Source: an optimization exercise on an open RTL-to-GDS flow (aim: small area, a short achievable clock period and few clock cycles per item). Production flows keep margins and buffers that such runs may drop. The RTL was checked by simulation tests, not by an equivalence proof against the original design.

== run B ==
==> module b2bdu_mc_c, before the edit <==
module b2bdu_mc_c (
    input  wire       clk,
    input  wire       rst,         
    input  wire       in_valid,
    output wire       in_ready,
    input  wire [7:0] in_pix,      
    input  wire [1:0] in_px,       
    input  wire [1:0] in_py,       
    output wire       out_valid,
    input  wire       out_ready,
    output wire [7:0] out_pix      
);
    reg  [7:0] cur, prev;
    reg        p_v;                
    reg  [3:0] col, row;           
    reg        x3, x2, x0;         
    reg  [1:0] py;                 
    reg  [7:0] hu;
    reg        h_v;                
    reg        h_o;                
    reg        hy3, hy2, hy0;      
    reg  [7:0] lb [0:7];           
    reg  [7:0] o_pix, s_pix;
    reg        o_v, s_v;
    reg        rdy;
    assign in_ready  = rdy;
    assign out_valid = o_v;
    assign out_pix   = o_pix;
    wire pop     = o_v & out_ready;
    wire h_go    = h_v & ~s_v;             
    wire h_free  = ~h_v | ~s_v;            
    wire p_go    = p_v & h_free;           
    wire p_h     = (col != 4'd0);          
    wire p_o     = (row != 4'd0);          
    wire push    = h_go & h_o;
    wire last    = (col == 4'd8) & (row == 4'd8);
    wire zero    = (col == 4'd0) & (row == 4'd0);
    wire beat0   = p_v ? last : zero;
    wire [7:0] u, d;
    mc_cf u_h (.p3(x3),  .p2(x2),  .p0(x0),  .a(prev),  .b(cur), .y(u));
    mc_cf u_v (.p3(hy3), .p2(hy2), .p0(hy0), .a(lb[7]), .b(hu),  .y(d));
    wire p_v_n = ~rdy | in_valid;
    wire h_v_n = (p_go & p_h) | (h_v & ~h_go);
    wire s_v_n = s_v ? ~pop : (o_v & ~pop & push);
    wire o_v_n = s_v | push | (o_v & ~pop);
    integer k;
    always @(posedge clk) begin
        if (rst) begin
            col <= 4'd0;
            row <= 4'd0;
            p_v <= 1'b0;
            h_v <= 1'b0;
            o_v <= 1'b0;
            s_v <= 1'b0;
            rdy <= 1'b1;
        end else begin
            if (p_go) begin
                if (col == 4'd8) begin
                    col <= 4'd0;
                    row <= (row == 4'd8) ? 4'd0 : row + 4'd1;
                end else begin
                    col <= col + 4'd1;
                end
            end
            p_v <= p_v_n;
            h_v <= h_v_n;
            o_v <= o_v_n;
            s_v <= s_v_n;
            rdy <= ~p_v_n | ~h_v_n | ~s_v_n;
        end
    end
    always @(posedge clk) begin
        if (rdy)
            cur <= in_pix;
        if (p_go)
            prev <= cur;
        if (in_valid & rdy & beat0) begin
            x3 <= (in_px == 2'd3);
            x2 <= (in_px == 2'd2);
            x0 <= (in_px == 2'd0);
            py <= in_py;
        end
        if (p_go & p_h) begin
            hu  <= u;
            h_o <= p_o;
            hy3 <= (py == 2'd3);
            hy2 <= (py == 2'd2);
            hy0 <= (py == 2'd0);
        end
        if (h_go) begin
            lb[0] <= hu;
            for (k = 1; k < 8; k = k + 1)
                lb[k] <= lb[k - 1];
        end
        if (pop | ~o_v)
            o_pix <= s_v ? s_pix : d;
        if (~s_v)
            s_pix <= d;
    end
endmodule
==> flow/config.mk <==
export PLATFORM = sky130hd
export DESIGN_NAME = b2bdu_mc_c
export DESIGN_NICKNAME = b2bdu_mc_c
export VERILOG_FILES = /design/flow/design.v
export SDC_FILE = /design/flow/constraint.sdc
export NUM_CORES = 4
export LEC_CHECK = 0
export CAP_MARGIN = 20
export CORE_MARGIN = 2
export CORE_UTILIZATION = 40
export PLACE_DENSITY = 0.6
export SLEW_MARGIN = 20
==> flow/constraint.sdc <==
create_clock -name core_clock -period 15.0 [get_ports {clk}]
set_input_delay 3.0000 -clock core_clock [delete_from_list [all_inputs] [get_ports {clk}]]
set_output_delay 3.0000 -clock core_clock [all_outputs]
set_load 0.01 [all_outputs]
standard.sh (not shown) runs the stock make flow with config.mk's settings and CLKGATE_MAP_FILE= SYNTH_SCRIPT=/design/flow/synth_recipe.tcl, a recipe that flattens the netlist after the stock synthesis.
==> flow/flow/run.sh <==
#!/bin/bash
set -euo pipefail
export BUFFER_PORTS_ARGS="-buffer_cell sky130_fd_sc_hd__buf_1"
export CTS_ARGS="-sink_clustering_enable -repair_clock_nets -dont_use_dummy_load -sink_clustering_size 30 -buf_list sky130_fd_sc_hd__clkbuf_8"
bash standard.sh > standard.log 2>&1
Testbench counts of run B, summed over its fixed seeds: cycles 38,896, blocks 480.
Edits applied to the flow inputs when going from run B to run D:
--- a/flow/design.v
+++ b/flow/design.v
@@ -35,12 +35,13 @@
     reg        hy3, hy2, hy0;      
     reg  [7:0] lb [0:7];           
     reg  [7:0] o_pix, s_pix;
     reg        o_v, s_v;
-    reg        rdy;
+    reg        rdy;                
     assign in_ready  = rdy;
     assign out_valid = o_v;
     assign out_pix   = o_pix;
+    wire rdy_c   = ~p_v | ~h_v | ~s_v;     
     wire pop     = o_v & out_ready;
     wire h_go    = h_v & ~s_v;             
     wire h_free  = ~h_v | ~s_v;            
     wire p_go    = p_v & h_free;           
@@ -52,9 +53,9 @@
     wire beat0   = p_v ? last : zero;
     wire [7:0] u, d;
     mc_cf u_h (.p3(x3),  .p2(x2),  .p0(x0),  .a(prev),  .b(cur), .y(u));
     mc_cf u_v (.p3(hy3), .p2(hy2), .p0(hy0), .a(lb[7]), .b(hu),  .y(d));
-    wire p_v_n = ~rdy | in_valid;
+    wire p_v_n = ~rdy_c | in_valid;
     wire h_v_n = (p_go & p_h) | (h_v & ~h_go);
     wire s_v_n = s_v ? ~pop : (o_v & ~pop & push);
     wire o_v_n = s_v | push | (o_v & ~pop);
     integer k;
@@ -83,13 +84,13 @@
             rdy <= ~p_v_n | ~h_v_n | ~s_v_n;
         end
     end
     always @(posedge clk) begin
-        if (rdy)
+        if (rdy_c)
             cur <= in_pix;
         if (p_go)
             prev <= cur;
-        if (in_valid & rdy & beat0) begin
+        if (in_valid & rdy_c & beat0) begin
             x3 <= (in_px == 2'd3);
             x2 <= (in_px == 2'd2);
             x0 <= (in_px == 2'd0);
             py <= in_py;
### Flow results
Having completed the whole flow, run B delivered a layout that passed the timing, DRC and antenna checks. Run D ran to completion and came out clean on the timing, DRC and antenna checks. Any difference in maximum clock path buffer count between run B and run D is small enough to ignore. Final standard cell utilization of the core (higher): run D. Global-route wire length before repair, run B and run D, lower one = run D. Run D against run B; number of violations reported at the end of detailed-routing iteration 0 is up by a few percent. Run D ends up with lower relative max-transition margin than run B does.
Testbench counts of run D, summed over its fixed seeds: cycles 38,896, blocks 480.

==> re-timing with driven ports <==
How much do the figures lean on ideal ports? The routed layouts below were timed once more, with nothing changed but the port constraints. Step 1 (the two cells are an assumption about what drives the block):
set clk [get_ports {clk}]
set_driving_cell -lib_cell sky130_fd_sc_hd__clkbuf_16 $clk
set_driving_cell -lib_cell sky130_fd_sc_hd__buf_2 [delete_from_list [all_inputs] $clk]
Step 2, shift: input delay + t, output delay - t, t = (earliest + latest rising clock arrival at the registers) / 2. This alone moves slack from input paths to output paths. Slacks: no drivers / after step 1 / after step 2; pairs: no drivers / after step 1.
run	t, ns	slack for setup (ns)	worst setup path at the end	slew at the worst register clock pin (ns)
run B	0.451	10.798 / 10.763 / 10.826	input to register	0.07 / 0.07
run D	0.454	11.021 / 10.988 / 10.959	input to register	0.07 / 0.07
After both steps every run listed still meets setup and hold. For run D, which loses most, drivers alone change the setup slack by -0.033 ns; drivers and shift together by -0.062 ns.
